What follows belongs to an exercise in optimizing a design on an open flow for small area and a short achievable clock period; a production flow would make more cautious choices. At most, simulation tests tie the RTL to the original design; equivalence was not proved. Power figures rest on the tool's default switching activity, not on a simulated workload.

// hpf
module hpf (
    input  wire        clk,
    input  wire        rst,           
    input  wire        op_valid,
    output wire        op_ready,
    input  wire [3:0]  op_sel,
    input  wire [7:0]  op_cmd,        
    input  wire [7:0]  op_plen,       
    input  wire [8:0]  op_flen,       
    input  wire [15:0] op_alg,        
    input  wire        pl_valid,
    input  wire [7:0]  pl_data,
    output wire        pl_ready,
    output wire        tx_valid,
    output wire [7:0]  tx_data,
    input  wire        tx_ready,
    input  wire        rx_valid,
    input  wire        rx_timeout,
    input  wire [7:0]  rx_data,
    output wire        rx_ready,
    output reg         done,
    output wire        busy,
    output reg  [2:0]  session,
    output wire [15:0] mode,
    output reg         mode_valid,
    output reg  [2:0]  res_kind,
    output reg         fb_valid,
    output wire [8:0]  fb_len,
    output reg         info_valid,
    output wire [7:0]  info_n,
    output reg  [15:0] info_pkt,
    output reg  [15:0] info_id,
    output reg  [7:0]  det_count,
    output reg  [3:0]  err_cause,
    output reg  [8:0]  err_len,
    output reg         close_strobe,
    output reg         det_valid,
    output wire [7:0]  det_kind,
    output wire [15:0] det_ax,
    output wire [15:0] det_ay,
    output wire [15:0] det_bx,
    output wire [15:0] det_by
);
clock: 6.0 ns
lec_check: 0
cap_margin: 20
core_margin: 2
core_utilization: 35
setup_slack_margin: 3.5
slew_margin: 20
standard.sh (not shown) runs the stock make flow with config.mk's settings and CLKGATE_MAP_FILE= SYNTH_SCRIPT=/design/flow/synth_recipe.tcl, a recipe that flattens the netlist after the stock synthesis.
==> flow/flow/run.sh <==
#!/bin/bash
# The standard layout with three changes to how it is built:
#  - the buffers put on the ports are buf_1 cells (the standard flow picks clkdlybuf4s50_1,
#    a delay cell almost three times larger);
#  - the clock tree is built from clkbuf_8 cells;
#  - clock tree synthesis adds no dummy loads to its nets.
set -euo pipefail
bash standard.sh "BUFFER_PORTS_ARGS=-buffer_cell sky130_fd_sc_hd__buf_1" \
  "CTS_ARGS=-sink_clustering_enable -repair_clock_nets -dont_use_dummy_load -buf_list sky130_fd_sc_hd__clkbuf_8" \
  finish > standard_flow.log 2>&1
Then changed:
==> flow/flow/run.sh (replaced) <==
#!/bin/bash
# The standard layout with two changes to how it is built:
#  - the buffers put on the ports are buf_1 cells (the standard flow picks clkdlybuf4s50_1,
#    a delay cell almost three times larger);
#  - clock tree synthesis adds no dummy loads to its nets.
set -euo pipefail
bash standard.sh "BUFFER_PORTS_ARGS=-buffer_cell sky130_fd_sc_hd__buf_1" \
  "CTS_ARGS=-sink_clustering_enable -repair_clock_nets -dont_use_dummy_load" \
  finish > standard_flow.log 2>&1
--- a/flow/config.mk
+++ b/flow/config.mk
@@ -8,5 +8,5 @@
 export CAP_MARGIN = 20
 export CORE_MARGIN = 2
-export CORE_UTILIZATION = 35
+export CORE_UTILIZATION = 50
 export SETUP_SLACK_MARGIN = 3.5
 export SLEW_MARGIN = 20
The changed run produced a clean layout.
Sequential power barely changes.
Power climbs by 2.0%.
Sequential share of layout area stays flat.
Wire length goes down by 7.0%.
Then changed:
--- a/flow/config.mk
+++ b/flow/config.mk
@@ -8,5 +8,6 @@
 export CAP_MARGIN = 20
 export CORE_MARGIN = 2
-export CORE_UTILIZATION = 50
+export CORE_UTILIZATION = 40
+export GPL_TIMING_DRIVEN = 0
 export SETUP_SLACK_MARGIN = 3.5
 export SLEW_MARGIN = 20
=> Via count grows by about 1%; total power increases by 2.1%; die area came out higher by about 24%; setup slack got worse by 0.041 ns; worst hold slack is better by 0.0032 ns; cell count went up by about 11%; sequential share of layout area went down by 2.2 points; core utilization fell by 10 points; clock skew falls by 0.0032 ns; fmax came out lower by 1.6%; synthesized area stays the same.
Then changed:
==> flow/flow/run.sh (replaced) <==
#!/bin/bash
# The standard layout, except that the buffers put on the ports are buf_1 cells
# (the standard flow picks clkdlybuf4s50_1, a delay cell almost three times larger).
set -euo pipefail
bash standard.sh "BUFFER_PORTS_ARGS=-buffer_cell sky130_fd_sc_hd__buf_1" finish > standard_flow.log 2>&1
--- a/flow/config.mk
+++ b/flow/config.mk
@@ -8,6 +8,5 @@
 export CAP_MARGIN = 20
 export CORE_MARGIN = 2
-export CORE_UTILIZATION = 40
-export GPL_TIMING_DRIVEN = 0
+export CORE_UTILIZATION = 50
 export SETUP_SLACK_MARGIN = 3.5
 export SLEW_MARGIN = 20
=> Global-route usage came out higher by 3.5 points; final area came out lower by a few percent; combinational power came out lower by roughly a tenth; synthesized area stays the same; setup slack barely changes; count of clock-buffer cells in the layout came out higher by 9; die area came out lower by about a fifth.
Then changed:
==> flow/flow/run.sh (replaced) <==
#!/bin/bash
# The standard layout with two changes to how it is built:
#  - the buffers put on the ports are buf_1 cells (the standard flow picks clkdlybuf4s50_1,
#    a delay cell almost three times larger);
#  - clock tree synthesis adds no dummy loads to its nets.
set -euo pipefail
bash standard.sh "BUFFER_PORTS_ARGS=-buffer_cell sky130_fd_sc_hd__buf_1" \
  "CTS_ARGS=-sink_clustering_enable -repair_clock_nets -dont_use_dummy_load" \
  finish > standard_flow.log 2>&1
--- a/flow/config.mk
+++ b/flow/config.mk
@@ -8,5 +8,5 @@
 export CAP_MARGIN = 20
 export CORE_MARGIN = 2
-export CORE_UTILIZATION = 50
+export CORE_UTILIZATION = 30
 export SETUP_SLACK_MARGIN = 3.5
 export SLEW_MARGIN = 20
Outcome: Utilization falls by 25 points; wire length rises by about 11%; clock-buffer cell count falls by 7; register-to-register slack improved by 0.06 ns.
Then changed:
--- a/flow/config.mk
+++ b/flow/config.mk
@@ -8,5 +8,5 @@
 export CAP_MARGIN = 20
 export CORE_MARGIN = 2
-export CORE_UTILIZATION = 30
+export CORE_UTILIZATION = 40
 export SETUP_SLACK_MARGIN = 3.5
 export SLEW_MARGIN = 20
Synthesized cell count does not change. Routed wire length decreases by 3.8%. Count of clock-buffer cells in the layout goes down by 2. Non-clock buffer count went up by 6. Clock skew grows by 0.011 ns.

* * *

Setup of build 88:
hpf again, from the RTL that the note above started with.
// hpf
module hpf (
    input  wire        clk,
    input  wire        rst,           
    input  wire        op_valid,
    output wire        op_ready,
    input  wire [3:0]  op_sel,
    input  wire [7:0]  op_cmd,        
    input  wire [7:0]  op_plen,       
    input  wire [8:0]  op_flen,       
    input  wire [15:0] op_alg,        
    input  wire        pl_valid,
    input  wire [7:0]  pl_data,
    output wire        pl_ready,
    output wire        tx_valid,
    output wire [7:0]  tx_data,
    input  wire        tx_ready,
    input  wire        rx_valid,
    input  wire        rx_timeout,
    input  wire [7:0]  rx_data,
    output wire        rx_ready,
    output reg         done,
    output wire        busy,
    output reg  [2:0]  session,
    output wire [15:0] mode,
    output reg         mode_valid,
    output reg  [2:0]  res_kind,
    output reg         fb_valid,
    output wire [8:0]  fb_len,
    output reg         info_valid,
    output wire [7:0]  info_n,
    output reg  [15:0] info_pkt,
    output reg  [15:0] info_id,
    output reg  [7:0]  det_count,
    output reg  [3:0]  err_cause,
    output reg  [8:0]  err_len,
    output reg         close_strobe,
    output reg         det_valid,
    output wire [7:0]  det_kind,
    output wire [15:0] det_ax,
    output wire [15:0] det_ay,
    output wire [15:0] det_bx,
    output wire [15:0] det_by
);
    localparam [3:0] OP_OPEN = 4'h1, OP_SEND = 4'h2, OP_READ_FRAME = 4'h3,
                     OP_READ_RESP = 4'h4, OP_KNOCK = 4'h5, OP_SET_MODE = 4'h6,
                     OP_POLL = 4'h7, OP_CLOSE = 4'h8;
    localparam [2:0] SS_UNINIT = 3'd0, SS_CONN = 3'd1, SS_MODESET = 3'd2,
                     SS_POLLING = 3'd3, SS_CLOSED = 3'd4;
    localparam [2:0] RK_NONE = 3'd0, RK_DONE = 3'd1, RK_FRAME = 3'd2,
                     RK_ACK = 3'd3, RK_SINGLE = 3'd4, RK_DET = 3'd5;
  ...
Settings: LEC_CHECK=0, CAP_MARGIN=20, CORE_MARGIN=2, CORE_UTILIZATION=40, CTS_CLUSTER_DIAMETER=60, CTS_CLUSTER_SIZE=30, SETUP_SLACK_MARGIN=3.5, SLEW_MARGIN=20; clock period 6.0 ns.
==> flow/flow/run.sh <==
#!/bin/bash
# The standard layout, except that the buffers put on the ports are buf_1 cells
# (the standard flow picks clkdlybuf4s50_1, a delay cell almost three times larger).
set -euo pipefail
bash standard.sh "BUFFER_PORTS_ARGS=-buffer_cell sky130_fd_sc_hd__buf_1" finish > standard_flow.log 2>&1
Build 88: no failed stages, no open violations at the end
Relative to build 88, the following input files were edited for build 53:
Settings: CTS_CLUSTER_SIZE removed (was 30); CTS_CLUSTER_DIAMETER removed (was 60); CORE_UTILIZATION changed from 40 to 35.
==> flow/flow/run.sh <==
#!/bin/bash
# The standard layout with two changes to how it is built:
#  - the buffers put on the ports are buf_1 cells (the standard flow picks clkdlybuf4s50_1,
#    a delay cell almost three times larger);
#  - clock tree synthesis adds no dummy loads and uses sink clusters of at most 10.
set -euo pipefail
bash standard.sh "BUFFER_PORTS_ARGS=-buffer_cell sky130_fd_sc_hd__buf_1" \
  "CTS_ARGS=-sink_clustering_enable -repair_clock_nets -dont_use_dummy_load -sink_clustering_size 10" \
  finish > standard_flow.log 2>&1
Results
Status: remaining number of nets flagged by the antenna check after routing parity (build 88, build 53). In build 53, the post-layout utilization of the core came out 6.4 points below the value in build 88. Build 53 vs. build 88: met2 wire length climbed about 3.5%; area share of buffers outside the clock network climbed 0.53 points; design area dropped about 0.34%. Per the final summary, build 53 finished and its layout is clean on timing, DRC and antenna.
The following lists how build 3 was set up differently from build 53:
==> flow/flow/run.sh <==
#!/bin/bash
# The standard layout with two changes to how it is built:
#  - the buffers put on the ports are buf_1 cells (the standard flow picks clkdlybuf4s50_1,
#    a delay cell almost three times larger);
#  - clock tree synthesis adds no dummy loads to its nets.
set -euo pipefail
bash standard.sh "BUFFER_PORTS_ARGS=-buffer_cell sky130_fd_sc_hd__buf_1" \
  "CTS_ARGS=-sink_clustering_enable -repair_clock_nets -dont_use_dummy_load" \
  finish > standard_flow.log 2>&1
Results
There was hardly any difference in per-cell routed wire length between build 53 and build 3. Build 53 has a higher final critical path time including I/O delays and setup than build 3. Going from build 53 to build 3, register cell area after layout stayed essentially flat, number of standard cells in the layout, taps in and fillers out now sits at about the same level. Setup slack in build 3 is larger than in build 53. On total power, build 3 does better than build 53.

* * *

Another version of the RTL of hpf (not shown whole).
Size in the first run: about 940 cells after synthesis, ~220 flip-flops, about 10000 um2 of cells after synthesis.
// hpf
module hpf (
    input  wire        clk,
    input  wire        rst,           
    input  wire        op_valid,
    output wire        op_ready,
    input  wire [3:0]  op_sel,
    input  wire [7:0]  op_cmd,        
    input  wire [7:0]  op_plen,       
    input  wire [8:0]  op_flen,       
    input  wire [15:0] op_alg,        
    input  wire        pl_valid,
    input  wire [7:0]  pl_data,
    output wire        pl_ready,
    output wire        tx_valid,
    output wire [7:0]  tx_data,
    input  wire        tx_ready,
    input  wire        rx_valid,
    input  wire        rx_timeout,
    input  wire [7:0]  rx_data,
    output wire        rx_ready,
    output reg         done,
    output wire        busy,
    output reg  [2:0]  session,
    output wire [15:0] mode,
    output reg         mode_valid,
    output reg  [2:0]  res_kind,
    output reg         fb_valid,
    output wire [8:0]  fb_len,
    output reg         info_valid,
    output wire [7:0]  info_n,
    output reg  [15:0] info_pkt,
    output reg  [15:0] info_id,
    output reg  [7:0]  det_count,
    output reg  [3:0]  err_cause,
    output reg  [8:0]  err_len,
    output reg         close_strobe,
    output reg         det_valid,
    output wire [7:0]  det_kind,
    output wire [15:0] det_ax,
    output wire [15:0] det_ay,
    output wire [15:0] det_bx,
    output wire [15:0] det_by
);
make LEC_CHECK=0 CAP_MARGIN=20 CORE_MARGIN=2 CORE_UTILIZATION=40 SETUP_SLACK_MARGIN=3.0 SLEW_MARGIN=20 finish   # period 6.0 ns
run.sh (not shown) runs the stock make flow with config.mk's settings and CLKGATE_MAP_FILE= SYNTH_SCRIPT=/design/flow/synth_recipe.tcl, a recipe that flattens the netlist after the stock synthesis.
Stock flow here: none of the scripts above is used.
The starting point ran to the end with no violations.
==> next run, changes <==
--- a/flow/config.mk
+++ b/flow/config.mk
@@ -10,3 +10,3 @@
 export CORE_UTILIZATION = 40
-export SETUP_SLACK_MARGIN = 3.0
+export SETUP_SLACK_MARGIN = 4.0
 export SLEW_MARGIN = 20
Fmax increases by 15%.
Clock-buffer cell count falls by 2.
Worst hold slack improves by 0.0036 ns.
No run of this note included a check of the RTL's function; only the layout flow was run.

* * *

RTL: one of the versions met above, not the one the previous note started from.
Size: roughly 250 I/O pins, ~0.0096 mm² of cells after synthesis.
clock: 6.0 ns
lec_check: 0
cap_margin: 20
core_margin: 2
core_utilization: 35
setup_slack_margin: 3.6
slew_margin: 20
standard.sh (not shown) runs the stock make flow with config.mk's settings and CLKGATE_MAP_FILE= SYNTH_SCRIPT=/design/flow/synth_recipe.tcl, a recipe that flattens the netlist after the stock synthesis.
==> flow/flow/run.sh <==
#!/bin/bash
# The standard layout with two changes to how it is built:
#  - the buffers put on the ports are buf_1 cells (the standard flow picks clkdlybuf4s50_1,
#    a delay cell almost three times larger);
#  - clock tree synthesis adds no dummy loads to its nets.
set -euo pipefail
bash standard.sh "BUFFER_PORTS_ARGS=-buffer_cell sky130_fd_sc_hd__buf_1" \
  "CTS_ARGS=-sink_clustering_enable -repair_clock_nets -dont_use_dummy_load" \
  finish > standard_flow.log 2>&1
The baseline finished clean.
Rerun with:
==> flow/flow/run.sh (replaced) <==
#!/bin/bash
# The standard layout, except that the buffers put on the ports are buf_1 cells
# (the standard flow picks clkdlybuf4s50_1, a delay cell almost three times larger).
set -euo pipefail
bash standard.sh "BUFFER_PORTS_ARGS=-buffer_cell sky130_fd_sc_hd__buf_1" finish > standard_flow.log 2>&1
- CORE_UTILIZATION: 35 -> 40
- CTS_BUF_LIST: default -> sky130_fd_sc_hd__clkbuf_8
- SETUP_SLACK_MARGIN: 3.6 -> 3.5
=>
- non-clock buffer count decreases by 10
- combinational power stays flat
- worst setup slack got worse by 0.046 ns
- design area hardly moves
- clock power increases by about 9%
- area after synthesis stays the same
- power increases by 3.4%
- routed wire length decreases by 1.7%
- sequential power is about the same
Rerun with:
==> flow/flow/run.sh (replaced) <==
#!/bin/bash
# The standard layout, except: the buffers put on the ports are buf_1 cells (the standard flow
# picks clkdlybuf4s50_1, a delay cell almost three times larger), and the clock tree is built
# from larger sink clusters.
set -euo pipefail
bash standard.sh "BUFFER_PORTS_ARGS=-buffer_cell sky130_fd_sc_hd__buf_1" \
  "CTS_ARGS=-sink_clustering_enable -repair_clock_nets -sink_clustering_size 30 -sink_clustering_max_diameter 60 -sink_clustering_levels 1" \
  finish > standard_flow.log 2>&1
- CTS_BUF_LIST: sky130_fd_sc_hd__clkbuf_8 -> default
Result: The new run completed with no timing, DRC or antenna violations; hold slack gets worse by 0.012 ns; design area is lower by about 0.32%; count of clock-buffer cells in the layout fell by 18; die area stays the same; sequential cell count does not change; power goes up by 1.9%; non-clock buffer count went down by 6; combinational power went down by about 4%.

* * *

Setup of north:
Another version of the RTL of hpf (not shown whole).
For scale: ~860 cells after synthesis, about 210 flip-flops, roughly 250 I/O pins, about 9500 µm² of cells after synthesis.
clock: 6.0 ns
lec_check: 0
cap_margin: 20
core_margin: 2
core_utilization: 40
cts_buf_list: sky130_fd_sc_hd__clkbuf_4
setup_slack_margin: 3.5
slew_margin: 20
==> flow/flow/run.sh <==
#!/bin/bash
# The standard layout, except that the buffers put on the ports are buf_1 cells
# (the standard flow picks clkdlybuf4s50_1, a delay cell almost three times larger).
set -euo pipefail
bash standard.sh "BUFFER_PORTS_ARGS=-buffer_cell sky130_fd_sc_hd__buf_1" finish > standard_flow.log 2>&1
The inputs of south differ from those of north as listed below.
# north
export LEC_CHECK = 0
export CAP_MARGIN = 20
export CORE_MARGIN = 2
export CORE_UTILIZATION = 40
export CTS_BUF_LIST = sky130_fd_sc_hd__clkbuf_4
export SETUP_SLACK_MARGIN = 3.5
export SLEW_MARGIN = 20
create_clock -name core_clock -period 6.0 [get_ports {clk}]
# south
export LEC_CHECK = 0
export CAP_MARGIN = 20
export CORE_MARGIN = 2
export CORE_UTILIZATION = 40
export CTS_BUF_LIST = sky130_fd_sc_hd__clkbuf_8
export SETUP_SLACK_MARGIN = 3.5
export SLEW_MARGIN = 20
create_clock -name core_clock -period 6.0 [get_ports {clk}]
Findings:
Total power: north and south compared, lower one is south
north has a higher switching component of the power than south.
Final antenna diode count in south is 1 below north.
Going from north to south, number of global-route vias before repair lost about 4.7%, share of final-layout standard cells stronger than drive strength 1 decreased 12 points, post-layout instance area saw a decrease, first-pass GRT wire length went down.
Going from north to south, fraction of power consumed by the clock network shrinks by 1.5 points.
Diff north -> south | overall routed net length | decrease of 1400 µm
The share of the final layout cell area in sequential cells of south exceeds that of north by 2.2 points.

[static timing again, ports no longer ideal]
The results above use ideal ports. As a check the final layouts listed here were re-extracted and re-timed, cells and wires unchanged.
Step 1: set_driving_cell puts a clkbuf_16 on clk and a buf_2 on each other input, an assumption about the parent block.
Step 2 also shifts input and output timing later by t, the mid clock arrival at the registers, as if the neighbouring blocks saw the same clock.
Three values: ideal ports, drivers, drivers and shift; two values: the first two.
run | t, ns | slack for setup (ns) | hold WS [ns] | worst slew at a driven data input, ns | pins driven straight from the clock port
the first run of note 1 | 0.534 | 3.559 / 3.520 / 3.137 | 0.435 / 0.435 / 0.435 | 0.07 | 1
the second run of note 1 | 0.534 | 3.560 / 3.513 / 3.138 | 0.436 / 0.436 / 0.436 | 0.05 | 1
the third run of note 1 | 0.542 | 3.519 / 3.519 / 3.215 | 0.439 / 0.439 / 0.439 | 0.06 | 1
the fourth run of note 1 | 0.538 | 3.521 / 3.521 / 3.113 | 0.445 / 0.445 / 0.445 | 0.05 | 1
the fifth run of note 1 | 0.551 | 3.556 / 3.511 / 3.112 | 0.443 / 0.443 / 0.443 | 0.07 | 1
the sixth run of note 1 | 0.543 | 3.554 / 3.509 / 3.225 | 0.414 / 0.414 / 0.414 | 0.04 | 1
build 88 | 0.554 | 3.546 / 3.517 / 3.203 | 0.427 / 0.427 / 0.427 | 0.04 | 1
build 53 | 0.546 | 3.562 / 3.518 / 3.162 | 0.438 / 0.438 / 0.438 | 0.06 | 1
build 3 | 0.542 | 3.570 / 3.525 / 3.153 | 0.444 / 0.444 / 0.444 | 0.06 | 1
the first run of note 3 | 0.562 | 3.102 / 3.054 / 2.694 | 0.436 / 0.436 / 0.436 | 0.09 | 1
the second run of note 3 | 0.564 | 3.474 / 3.466 / 3.165 | 0.440 / 0.440 / 0.440 | 0.07 | 1
the first run of note 4 | 0.543 | 3.604 / 3.582 / 3.248 | 0.428 / 0.428 / 0.428 | 0.05 | 1
the second run of note 4 | 0.555 | 3.559 / 3.513 / 3.172 | 0.440 / 0.440 / 0.440 | 0.04 | 1
the third run of note 4 | 0.554 | 3.546 / 3.517 / 3.203 | 0.427 / 0.427 / 0.427 | 0.04 | 1
north | 0.702 | 3.435 / 3.419 / 2.742 | 0.419 / 0.419 / 0.419 | 0.09 | 1
south | 0.569 | 3.380 / 3.380 / 2.811 | 0.443 / 0.443 / 0.443 | 0.09 | 1
After both steps setup and hold are still met in every run listed. For north, which loses most, drivers alone change the setup slack by -0.016 ns; drivers and shift together by -0.693 ns.
